What follows belongs to an exercise in optimizing a design on an open flow for small area, a short achievable clock period and few clock cycles; a production flow would make more cautious choices.
Function was checked by simulation only, so behaviour that the tests miss may differ from the original.
Power figures rest on the tool's default switching activity, not on a simulated workload.

## flow/design.v

```verilog
module pin_mapper (
    input  wire         clk,
    input  wire         rst,
    input  wire         cfg_we,
    input  wire [7:0]   cfg_vpin,     
    input  wire         cfg_valid,
    input  wire [1:0]   cfg_slot,
    input  wire [5:0]   cfg_local,    
    input  wire [3:0]   bound,
    input  wire         cmd_valid,
    output wire         cmd_ready,
    input  wire [7:0]   cmd_op,
    input  wire [159:0] cmd_data,
    output reg          rsp_valid,
    output reg  [7:0]   rsp_status,
    output wire [159:0] rsp_data,
    output reg  [15:0]  rsp_err_pin,
    output reg  [7:0]   rsp_err_slot
);
    localparam NPINS = 160;
    localparam OP_RESOLVE       = 8'h01;
    localparam OP_PINS_FOR_SLOT = 8'h02;
    localparam OP_FAN_OUT       = 8'h03;
    localparam OP_AGGREGATE     = 8'h04;
    localparam ST_OK            = 8'h00;
    localparam ST_UNMAPPED      = 8'h03;
    localparam ST_UNBOUND       = 8'h04;
    localparam ST_ILLEGAL       = 8'h07;
    localparam S_IDLE    = 2'd0;
    localparam S_RESOLVE = 2'd1;
    localparam S_WALK    = 2'd2;
    reg       tbl_map  [0:NPINS-1];
    reg [1:0] tbl_slot [0:NPINS-1];
    reg [5:0] tbl_lidx [0:NPINS-1];    
    wire cfg_in_range  = (cfg_vpin >= 8'd1) && (cfg_vpin <= 8'd160);
    wire cfg_local_ok  = (cfg_local >= 6'd1) && (cfg_local <= 6'd40);
    wire [7:0] cfg_idx = cfg_vpin - 8'd1;
    always @(posedge clk) begin
        if (cfg_we && cfg_in_range) begin
            tbl_map[cfg_idx]  <= cfg_valid && cfg_local_ok;
            tbl_slot[cfg_idx] <= cfg_slot;
            tbl_lidx[cfg_idx] <= cfg_local - 6'd1;
        end
    end
    reg [1:0]   state;
    reg [7:0]   op;
    reg [159:0] arg;
    reg [7:0]   idx;
    reg [159:0] res;
    assign cmd_ready = (state == S_IDLE);
    assign rsp_data  = res;
    wire [7:0] rd_idx   = (state == S_RESOLVE) ? (arg[7:0] - 8'd1) : idx;
    wire       e_map    = tbl_map[rd_idx];
    wire [1:0] e_slot   = tbl_slot[rd_idx];
    wire [5:0] e_lidx   = tbl_lidx[rd_idx];
    wire [7:0] e_flat   = {6'd0, e_slot} * 8'd40 + {2'd0, e_lidx};
    wire       e_bound  = bound[e_slot];
    wire       last     = (idx == NPINS - 1);
    wire [15:0] pin_num = {8'd0, idx} + 16'd1;
    always @(posedge clk) begin
        if (rst) begin
            state     <= S_IDLE;
            rsp_valid <= 1'b0;
        end else begin
            rsp_valid <= 1'b0;
            case (state)
            S_IDLE: begin
                if (cmd_valid) begin
                    op           <= cmd_op;
                    arg          <= cmd_data;
                    idx          <= 8'd0;
                    res          <= 160'd0;
                    rsp_status   <= ST_OK;
                    rsp_err_pin  <= 16'd0;
                    rsp_err_slot <= 8'hFF;
                    case (cmd_op)
                    OP_RESOLVE: begin
                        if (cmd_data[15:0] >= 16'd1 && cmd_data[15:0] <= 16'd160) begin
                            state <= S_RESOLVE;
                        end else begin
                            rsp_status  <= ST_UNMAPPED;
                            rsp_err_pin <= cmd_data[15:0];
                            rsp_valid   <= 1'b1;
                        end
                    end
                    OP_PINS_FOR_SLOT: begin
                        if (cmd_data[7:0] < 8'd4) begin
                            state <= S_WALK;
                        end else begin
                            rsp_status <= ST_ILLEGAL;
                            rsp_valid  <= 1'b1;
                        end
                    end
                    OP_FAN_OUT, OP_AGGREGATE: begin
                        state <= S_WALK;
                    end
                    default: begin
                        rsp_status <= ST_ILLEGAL;
                        rsp_valid  <= 1'b1;
                    end
                    endcase
                end
            end
            S_RESOLVE: begin
                if (e_map) begin
                    res <= {144'd0, 2'b00, e_lidx + 6'd1, 6'd0, e_slot};
                end else begin
                    rsp_status  <= ST_UNMAPPED;
                    rsp_err_pin <= arg[15:0];
                end
                rsp_valid <= 1'b1;
                state     <= S_IDLE;
            end
            S_WALK: begin
                idx <= idx + 8'd1;
                if (last) begin
                    rsp_valid <= 1'b1;
                    state     <= S_IDLE;
                end
                case (op)
                OP_PINS_FOR_SLOT: begin
                    res[idx] <= e_map && (e_slot == arg[1:0]);
                end
                OP_FAN_OUT: begin
                    if (arg[idx]) begin
                        if (!e_map) begin
                            rsp_status   <= ST_UNMAPPED;
                            rsp_err_pin  <= pin_num;
                            rsp_err_slot <= 8'hFF;
                            rsp_valid    <= 1'b1;
                            state        <= S_IDLE;
                        end else if (!e_bound) begin
                            rsp_status   <= ST_UNBOUND;
                            rsp_err_pin  <= pin_num;
                            rsp_err_slot <= {6'd0, e_slot};
                            rsp_valid    <= 1'b1;
                            state        <= S_IDLE;
                        end else begin
                            res[e_flat] <= 1'b1;
                        end
                    end
                end
                default: begin  
                    res[idx] <= e_map && e_bound && arg[e_flat];
                end
                endcase
            end
            default: state <= S_IDLE;
            endcase
        end
    end
endmodule
```

## flow/run.sh

```bash
#!/bin/bash
# synth_recipe.tcl (not shown) runs the flow's synth.tcl, then flattens the netlist and writes it again
# the make line also repeats each setting of config.mk as NAME=value (left out here)
make -C /OpenROAD-flow-scripts/flow DESIGN_CONFIG=/design/flow/config.mk WORK_HOME=/design/flow/orfs CLKGATE_MAP_FILE= SYNTH_SCRIPT=/design/flow/synth_recipe.tcl finish
```

## flow/config.mk

```make
export PLATFORM = sky130hd
export DESIGN_NAME = pin_mapper
export DESIGN_NICKNAME = pin_mapper
export VERILOG_FILES = /design/flow/design.v
export SDC_FILE = /design/flow/constraint.sdc
export NUM_CORES = 4
export LEC_CHECK = 0
export CAP_MARGIN = 20
export CORE_MARGIN = 2
export CORE_UTILIZATION = 40
export SLEW_MARGIN = 20
```

## flow/constraint.sdc

```tcl
create_clock -name core_clock -period 10.0 [get_ports {clk}]
set_input_delay 2.0000 -clock core_clock [delete_from_list [all_inputs] [get_ports {clk}]]
set_output_delay 2.0000 -clock core_clock [all_outputs]
set_load 0.01 [all_outputs]
```

==> results by group, run 1 <==
Final layout
  – Storage cell area: roughly 54000 um2
  – Multi-input logic area: 24600 um2
  – Share of layout cells above drive strength 1: 14.8%
  – Area growth, synth to finish: 16.3%
  – Layout Utilization: between 40% and 50%
  – Fin nets: 6028
  – Fillers: 17173

Die
  – Initial core utilization: 40.3%
  – Die Wd: 452 um
  – Ports: between 300 and 400
  – Std-Cell Rows: 164
  – Die height: between 400 and 500 um
  – Total die area: 205000 um2
  – Core area: 200000 um2

Setup path
  – Worst path max stage delay: 870 ps
  – Cells on worst reg2reg path: 23
  – Reg2reg end: res[52]$_DFFE_PP_
  – Arrival @ worst endpoint: ~10000 ps
  – Worst R2R Start: state[1]$_SDFFE_PP0P_
  – Worst Setup SP: state[1]$_SDFFE_PP0P_
  – Top fanout value on the critical path: 50
  – Crit start category: flop
  – Setup CP Type: reg2reg
  – Most used cell, CP: buf_4
  – Worst Setup End Kind: flop
  – Critical Path End: res[52]$_DFFE_PP_
  – Crit-path cells: inv_1 > ha_4 > buf_4 > inv_2 > nor4_1 > a211o_1 > buf_4 > nor3_1 > and3_1 > or4_1 > o311ai_4 > nor2_4 > inv_6 > ha_1 > nor2b_1 > nand2_2 > xnor3_1 > nor2_4 > buf_4 > nand2_1 > o21ai_0 > nand2_1 > a31oi_1
  – Slowest-stage cell, CP: nor2_4
  – R2r setup slk: 770 ps
  – Req. time, crit path: 10680 ps

Timing
  – RSZ-0062 raised after global routing: no
  – Slew margin rel.: around 16%
  – Fin. max-slew vios: 0
  – Worst slew pin tran: about 1300 ps
  – Max Freq: 108 MHz
  – Tmin final: 9230 ps
  – Setup TNS: 0 ps
  – Clk_skew: 77.6 ps
  – Final period utilization: 92.3%
  – Final setup violation count: 0
  – Hold Fails Final Rpt: 0

Routing
  – First DRT Iteration DRCs: around 8100
  – Via Count: 54101
  – DR WL/cell: 31.0 um
  – DR pass1 iterations: 6
  – DRC viols: 0
  – Detail Route Antenna Nets: 0
  – WL final: 268 mm
  – Via density: 6.27

Synthesis
  – Largest family of logic cells by synthesized area: multiplexers
  – Ys Warns: 1
  – Post-Synthesis Cells: 5491
  – Post-synthesis compound-gate area fraction: 9.57%
  – Post-Synth Adder-Cell Area: 0.305%
  – Xor and xnor fraction of the mapped netlist area: 0.417%
  – Unique masters post-synth: 110
  – #FFs+latches synth: 1800
  – Predominant post-synthesis flop cell: edfxtp_1
  – Post-synthesis mux area share: 10.5%
  – Post-Synth Simple-Gate Area: 9.33%
  – Mean area per synthesized cell: 14.7 um2
  – Number of flops mapped to enable cells by yosys: approximately 1800
  – Register area share after synthesis: 67.1%
  – Syn Std Cell Area: 80500 um2
  – Post-synth ARST share: 0%

GRT
  – First-pass GRT wire length: about 380 mm
  – Global route overflow: 0
  – Vias in the first global route: 51342
  – Maximum number of pins on one net before global-route repair: around 170
  – Gr usage total: 25.4%
  – Initial antenna violation count: 15

Worst hold path
  – HP Start: arg[12]$_DFFE_PP_
  – Hold Crit Class: reg2reg

Place
  – Final Wtd Congestion: 0.918
  – Number of port buffers: 381
  – DP Wirelength: 169 mm

Clock tree
  – Clk Latency, worst-skew pair: 890 ps
  – Hold_buf cts: 0
  – Max Root-Sink Buffers: 3
  – Clock buffers created by TritonCTS: 186
  – Htree depth: 4
  – Root buffer cell: clkbuf_16
  – Cts repair resizes: 0
  – CTS sink cnt: 1800
  – CTS tree: done
  – Setup Buffers After CTS: 0
  – Clock Pin Slew Worst Setup and Hold Paths: 70 ps

Pwr
  – PD cells: between 150 and 200 nW/um2
  – Peak VDD IR: 0.146 mV
  – Static Leak: 29.4 nW

Outcome
  – Status: complete, no violations

Flow run
  – Max Cap Viol: 0
## critical path: cells and delay by family (launching register included)
family / cells / cell delay (ps)
xor gates and xnor gates: 1 / 540
buffers and inverters: 6 / 2240
AOI/OAI and AO/OA: 4 / 1760
DFF: 1 / 320
and+or+nand+nor: 10 / 3440
adders and majority gates: 2 / 650
## Yosys cell counts, types with 37 or more instances
cell	count	area share (%)
clkbuf_1	186	0.87
o21ai_0	258	1.6
o22ai_1	47	0.37
and3_1	70	0.54
nand3_1	352	2.2
a21boi_0	117	1.1
a31oi_1	40	0.31
nor2b_1	50	0.39
mux4_2	317	8.9
a311oi_1	113	1.2
nor2_1	450	2.1
mux2i_1	131	1.6
a211oi_1	99	0.92
nor3_1	56	0.35
o21ai_1	58	0.36
buf_2	116	0.72
nor4_1	37	0.29
a21oi_1	105	0.65
buf_4	39	0.36
nand2_1	465	2.2
buf_1	54	0.25
edfxtp_1	1797	67
## registers in the layout (all words and copies together), names as in the netlist
signal        flops
rsp_err_pin      16
rsp_valid         1
tbl_slot        320
res             160
arg             160
rsp_err_slot      3
idx               8
tbl_lidx        960
op                8
tbl_map         160
rsp_status        2
state             2
## cells by family after synthesis
| logic type | Yosys count |
|---|---|
| flip-flops | 1800 |
| adder cells (fa/ha/maj) | 19 |
| AND/OR/NAND/NOR | 1631 |
| multiplexers | 451 |
| XOR/XNOR | 33 |
| buffers and inverters | 456 |
| AO/OA/AOI/OAI | 1100 |
| other | 1 |
## how the worst min path moves through the flow
| stage | endpoint | slack (ps) | cells after the start |
|---|---|---|---|
| 6_report | rsp_err_pin[12]$_DFFE_PP_ | 620 | 1 |
| 5_1_grt | rsp_err_pin[12]$_DFFE_PP_ | 640 | 1 |
| 4_1_cts | state[0]$_SDFFE_PP0P_ | 620 | 2 |
| 3_5_place_dp | state[0]$_SDFFE_PP0P_ | 600 | 2 |
| 3_3_place_gp | state[0]$_SDFFE_PP0P_ | 590 | 2 |
| 2_1_floorplan | state[1]$_SDFFE_PP0P_ | 510 | 2 |
## routing by layer
| metal | part of all wire [%] | GRT usage [%] |
|---|---|---|
| met4 | 4.7 | 11.6 |
| met2 | 45 | 38.3 |
| met5 | 0.022 | 0 |
| met1 | 39 | 34.8 |
| met3 | 11 | 6.28 |
## stage by stage
stage,power (W),hold slack [ps],setup WS (ps),instances,area [um2]
global placement,0.00998,593,1010,8279,87400
detailed placement,0.0100,603,878,8281,87400
finish,0.0168,621,771,8634,93600
global route,0.0172,643,428,8629,93600
CTS,0.0168,615,892,8623,93400
floorplan,0.00938,507,58.9,5495,80500
## placed cells by master, fill, tap and decap left out, types with 25 or more instances in the layout
master              n
mux4_2            317
o22ai_1            47
a21boi_0          117
nand2_1           457
clkinv_1           51
a311oi_1          113
nor2b_1            50
clkbuf_16         187
and3_1             69
clkinv_2           46
a211oi_1           98
inv_1              30
nand4_1            33
clkbuf_1           26
clkdlybuf4s50_1   379
edfxtp_1         1797
o21ai_1            58
nor2_2             25
nor3_1             54
nor4_1             37
a21oi_1           104
nand3_1           352
o21ai_0           258
buf_4             141
mux2i_1           131
nor2_1            422
a31oi_1            39
## power by group
group / internal, W / switching, W / total, W
Sequential: 0.00841 / 0.0000527 / 0.00847
Clock: 0.00384 / 0.00306 / 0.00690
Combinational: 0.000427 / 0.000981 / 0.00141
## final cells by class
| cell class | instances | share of cell area (%) |
|---|---|---|
| Clock buffer | 213 | 5.11 |
| Clock inverter | 129 | 1.32 |
| Antenna cell | 8 | 0.0214 |
| Sequential cell | 1800 | 57.7 |
| Tap cell | 2656 | 3.55 |
| Timing Repair Buffer | 548 | 5.77 |
| Inverter | 41 | 0.178 |
| Multi-Input combinational cell | 3239 | 26.3 |
Testbench counts, summed over its fixed seeds: cycles 137,714.
==> run 2, diff against run 1 <==
--- a/flow/design.v
+++ b/flow/design.v
@@ -50,12 +50,44 @@
     assign cmd_ready = (state == S_IDLE);
     assign rsp_data  = res;
-    wire [7:0] rd_idx   = (state == S_RESOLVE) ? (arg[7:0] - 8'd1) : idx;
-    wire       e_map    = tbl_map[rd_idx];
-    wire [1:0] e_slot   = tbl_slot[rd_idx];
-    wire [5:0] e_lidx   = tbl_lidx[rd_idx];
-    wire [7:0] e_flat   = {6'd0, e_slot} * 8'd40 + {2'd0, e_lidx};
-    wire       e_bound  = bound[e_slot];
-    wire       last     = (idx == NPINS - 1);
-    wire [15:0] pin_num = {8'd0, idx} + 16'd1;
+    localparam K = 4;
+    wire [7:0] r_idx  = arg[7:0] - 8'd1;
+    wire       r_map  = tbl_map[r_idx];
+    wire [1:0] r_slot = tbl_slot[r_idx];
+    wire [5:0] r_lidx = tbl_lidx[r_idx];
+    wire last = (idx == NPINS - K);
+    reg [159:0] n_res;
+    reg [7:0]   n_status;
+    reg [15:0]  n_pin;
+    reg [7:0]   n_slot;
+    reg         n_err;
+    reg [7:0]   ij;
+    reg         jm;
+    reg [1:0]   js;
+    reg [5:0]   jl;
+    reg [7:0]   jf;
+    integer j;
+    always @* begin
+        n_res = res; n_status = rsp_status; n_pin = rsp_err_pin; n_slot = rsp_err_slot; n_err = 1'b0;
+        for (j = 0; j < K; j = j + 1) begin
+            ij = idx + j;
+            jm = tbl_map[ij];
+            js = tbl_slot[ij];
+            jl = tbl_lidx[ij];
+            jf = {6'd0, js} * 8'd40 + {2'd0, jl};
+            case (op)
+            OP_PINS_FOR_SLOT: n_res[ij] = jm && (js == arg[1:0]);
+            OP_FAN_OUT: if (!n_err && arg[ij]) begin
+                    if (!jm) begin
+                        n_status = ST_UNMAPPED; n_pin = {8'd0, ij} + 16'd1; n_slot = 8'hFF; n_err = 1'b1;
+                    end else if (!bound[js]) begin
+                        n_status = ST_UNBOUND; n_pin = {8'd0, ij} + 16'd1; n_slot = {6'd0, js}; n_err = 1'b1;
+                    end else begin
+                        n_res[jf] = 1'b1;
+                    end
+                end
+            default: n_res[ij] = jm && bound[js] && arg[jf];
+            endcase
+        end
+    end
     always @(posedge clk) begin
         if (rst) begin
@@ -103,6 +135,6 @@
             end
             S_RESOLVE: begin
-                if (e_map) begin
-                    res <= {144'd0, 2'b00, e_lidx + 6'd1, 6'd0, e_slot};
+                if (r_map) begin
+                    res <= {144'd0, 2'b00, r_lidx + 6'd1, 6'd0, r_slot};
                 end else begin
                     rsp_status  <= ST_UNMAPPED;
@@ -113,36 +145,13 @@
             end
             S_WALK: begin
-                idx <= idx + 8'd1;
-                if (last) begin
+                idx          <= idx + K;
+                res          <= n_res;
+                rsp_status   <= n_status;
+                rsp_err_pin  <= n_pin;
+                rsp_err_slot <= n_slot;
+                if (last || n_err) begin
                     rsp_valid <= 1'b1;
                     state     <= S_IDLE;
                 end
-                case (op)
-                OP_PINS_FOR_SLOT: begin
-                    res[idx] <= e_map && (e_slot == arg[1:0]);
-                end
-                OP_FAN_OUT: begin
-                    if (arg[idx]) begin
-                        if (!e_map) begin
-                            rsp_status   <= ST_UNMAPPED;
-                            rsp_err_pin  <= pin_num;
-                            rsp_err_slot <= 8'hFF;
-                            rsp_valid    <= 1'b1;
-                            state        <= S_IDLE;
-                        end else if (!e_bound) begin
-                            rsp_status   <= ST_UNBOUND;
-                            rsp_err_pin  <= pin_num;
-                            rsp_err_slot <= {6'd0, e_slot};
-                            rsp_valid    <= 1'b1;
-                            state        <= S_IDLE;
-                        end else begin
-                            res[e_flat] <= 1'b1;
-                        end
-                    end
-                end
-                default: begin  
-                    res[idx] <= e_map && e_bound && arg[e_flat];
-                end
-                endcase
             end
             default: state <= S_IDLE;
==> run 2 against run 1 <==
Effect of this change: the layout now fails its checks (negative setup slack); register-to-register slack got worse by 1000 ps; design area up 87%; clock power up 26%; worst setup slack got worse by 1000 ps; combinational power grew to 8.7 times the previous value; sequential power rose by 5.0%; final cell count is 100% higher; clock skew rose by 30 ps; largest cell class is now multi-input combinational cells; largest power group is now combinational cells.
==> results by group, run 2 <==
Synthesis
  – Number of flops mapped to enable cells by yosys: 1808 (+0.61%)
  – Post-Synthesis Cells: 11486 (+110%)
  – Count leader, synth: mux4_2
  – Area leader, netlist: edfxtp_1
  – Top cells by count, synth: mux4_2, edfxtp_1, nand2_1, nor2_1, clkbuf_1
  – Post-Synth Adder-Cell Area: 0.379% (+0.074 points)
  – Largest family of logic cells by synthesized area: multiplexers
  – Post-synth ARST share: 0% (unchanged)
  – Ranking of synthesized cells by area: edfxtp_1, mux4_2, mux2i_1
  – Xor and xnor fraction of the mapped netlist area: 0.824% (+0.41 points)
  – Ys Warns: 1 (unchanged)
  – Unique masters post-synth: 130 (+18%)
  – Post-synthesis mux area share: 37.3% (+27 points)
  – Post-Synth Simple-Gate Area: 8.97% (-0.36 points)
  – Predominant post-synthesis flop cell: edfxtp_1
  – Syn Std Cell Area: 150000 um2 (+86%)
  – #FFs+latches synth: 1819 (+1.1%)
  – Register area share after synthesis: 36.4% (-31 points)
  – Yosys top cell area share: 36.2% (-31 points)
  – Mean area per synthesized cell: 13.0 um2 (-11%)
  – Post-synthesis compound-gate area fraction: 12.0% (+2.4 points)

Die
  – Die height: 616 um (+36%)
  – Ports: 387 (unchanged)
  – Die Wd: 616 um (+36%)
  – Initial core utilization: 40.2% (about the same)
  – Std-Cell Rows: 224 (+37%)
  – Core area: 372000 um2 (+86%)
  – Total die area: 380000 um2 (+85%)

GRT
  – Vias in the first global route: 132835 (+160%)
  – First-pass GRT wire length: 1330 mm (+250%)
  – Initial antenna violation count: 190 (+175)
  – Gr usage total: 52.8% (+27 points)
  – Maximum number of pins on one net before global-route repair: 161 (-4.7%)
  – Global route overflow: 0 (unchanged)

Setup path
  – Arrival @ worst endpoint: 10970 ps (+1060 ps)
  – Setup CP Type: reg2reg
  – Most used cell, CP: buf_4
  – Crit start category: flop
  – Slowest-stage cell, CP: a21boi_1
  – Worst path max stage delay: 1100 ps (+230 ps)
  – Worst Setup End Kind: flop
  – Req. time, crit path: 10730 ps (+50 ps)
  – Top fanout value on the critical path: 15 (-70%)

Place
  – DP Worst Slack: -72.9 ps (-951 ps)
  – DP Wirelength: 733 mm (+330%)
  – Number of port buffers: 386 (+1.3%)
  – Final Wtd Congestion: 1.12 (+22%)
  – Placed Instance Area: 167000 um2 (+91%)

Routing
  – Via density: 8.19 (+31%)
  – First DRT Iteration DRCs: 29672 (+270%)
  – Detail Route Antenna Nets: 0 (unchanged)
  – DR WL/cell: 58.3 um (+88%)
  – DRC viols: 0 (unchanged)
  – DR pass1 iterations: 9 (+3)
  – Via Count: 143906 (+170%)
  – WL final: 1020 mm (+280%)

Clock tree
  – Clock buffers created by TritonCTS: 221 (+19%)
  – CTS tree: done
  – CTS sink cnt: 1819 (+1.1%)
  – Clock Pin Slew Worst Setup and Hold Paths: 70 ps (about the same)
  – Setup Buffers After CTS: 0 (unchanged)
  – Max Root-Sink Buffers: 4 (+1)
  – Clk Latency, worst-skew pair: 1070 ps (+180 ps)
  – Htree depth: 4 (unchanged)
  – Root buffer cell: clkbuf_16

Pwr
  – Peak VDD IR: 0.159 mV (+9.3%)
  – PD cells: 170 nW/um2 (-4.9%)
  – Tot Pwr: 0.0298 W (+78%)
  – Static Leak: 54.9 nW (+87%)

Timing
  – Max Freq: 97.7 MHz (-9.9%)
  – Setup ws final: -240 ps (-1010 ps)
  – Fin. max-slew vios: 0 (unchanged)
  – Worst slew pin tran: 1330 ps (+79.1 ps)
  – RSZ-0062 raised after global routing: no
  – Slew margin rel.: 10.8% (-5.3 points)
  – Tmin final: 10240 ps (+1010 ps)
  – Hold Fails Final Rpt: 0 (unchanged)
  – Final setup violation count: 65 (+65)
  – Final period utilization: 102% (+10 points)
  – Clk_skew: 108 ps (+30.3 ps)

Final layout
  – Commonest non-fill, non-tap cell in the layout: mux4_2
  – Most frequent cells in the layout: mux4_2, edfxtp_1, buf_4
  – Largest regs: tbl_lidx (960), tbl_slot (320)
  – Largest register FFs: 960 (unchanged)
  – Final non-filler cell area: 175000 um2 (+87%)
  – Share of layout cells above drive strength 1: 35.6% (+21 points)
  – Fin nets: 12486 (+110%)
  – Area growth, synth to finish: 16.8%
  – Most flop-heavy register: tbl_lidx

Outcome
  – Status: complete, but fails checks
  – Fail Reasons: negative setup slack

Worst hold path
  – Hold Crit Class: reg2reg

Flow run
  – Max Cap Viol: 0 (unchanged)
-- run 2: repair_timing --
item / CTS / global route
hold buffers: 0 / 0
endpoints found under the setup margin: 10 / 79
gates resized for setup: 2 / 4
pin swaps: 0 / 0
-- run 2: report_power, final --
part,internal (W),total [W],switching (W),leakage (nW)
clock,0.00478,0.00867,0.00389,3.57
combinational,0.00389,0.0123,0.00837,35.0
sequential,0.00857,0.00889,0.000318,16.4
-- run 2: path summary, 6_finish.rpt --
check / endpoint / cells past startpoint / startpoint / slack (ps)
setup reg to reg: res[16]$_DFFE_PP_ / 30 / idx[4]$_DFFE_PP_ / -240
setup / recovery: res[16]$_DFFE_PP_ / 30 / idx[4]$_DFFE_PP_ / -240
hold reg to reg: rsp_status[7]$_DFFE_PP_ / 1 / rsp_status[7]$_DFFE_PP_ / 560
hold / removal: rsp_status[7]$_DFFE_PP_ / 1 / rsp_status[7]$_DFFE_PP_ / 560
-- run 2: cell families (layout without fill, tap and decap cells) --
kind of cell             Yosys count  in the layout
AO/OA/AOI/OAI                   2568           2568
AND/OR/NAND/NOR                 2942           2942
other                              0            164
buffers and inverters           1218           2167
adder cells (fa/ha/maj)           43             43
flip-flops                      1819           1819
XOR/XNOR                         135            135
multiplexers                    2761           2761
-- run 2: worst max-delay path, delay by kind of cell (launching register included) --
family          cells  cell delay [ps]
xor+xnor            1              570
compound gates     11             4420
simple gates        5              910
buf+inv            12             2730
flops               1              960
fa+ha+maj           1              280
-- run 2: layout make-up --
cell class	count	area (um2)
fillers	32886	197000
multi-input cells	8449	90700
flip-flops and latches	1819	54500
repair buffers	1667	15400
well taps	4972	6220
clock buffers	254	5730
clock inverters	154	1670
diodes	164	410
inverters	92	362
-- run 2: metrics by stage --
stage                     hold WS, ps  setup TNS [ps]  util (%)  cells
final                             558           -5300      47.0  17571
after CTS                         569               0      46.8  17403
after detailed placement          549           -72.9      44.8  16995
after global routing              594               0      46.9  17470
after global placement            523           -6630      44.8  16990
after floorplan                   507               0         -  11486
-- run 2: routing by layer --
| layer | track usage (%) | share of wire [%] |
|---|---|---|
| met1 | 61.2 | 33 |
| met4 | 46.6 | 11 |
| met3 | 25.0 | 16 |
| met5 | 1.36 | 0.11 |
| met2 | 72.5 | 40 |
Testbench counts of run 2, summed over its fixed seeds: cycles 35,234.

==> port drivers added, routing unchanged <==
How much do the figures lean on ideal ports? The routed layouts below were timed once more, with nothing changed but the port constraints. Step 1 assumes that a clkbuf_16 drives the clock port and a buf_2 every other input. Step 2, shift: input delay + t, output delay - t, t = (earliest + latest rising clock arrival at the registers) / 2. This alone moves slack from input paths to output paths. Three values: no drivers, after step 1, after step 2; two values: the first two.
| run | t (ns) | setup WS [ns] | cell pins on the clock port's net |
|---|---|---|---|
| run 1 | 0.931 | 0.771 / 0.771 / 0.771 | 1 |
| run 2 | 1.143 | -0.240 / -0.240 / -0.240 | 1 |
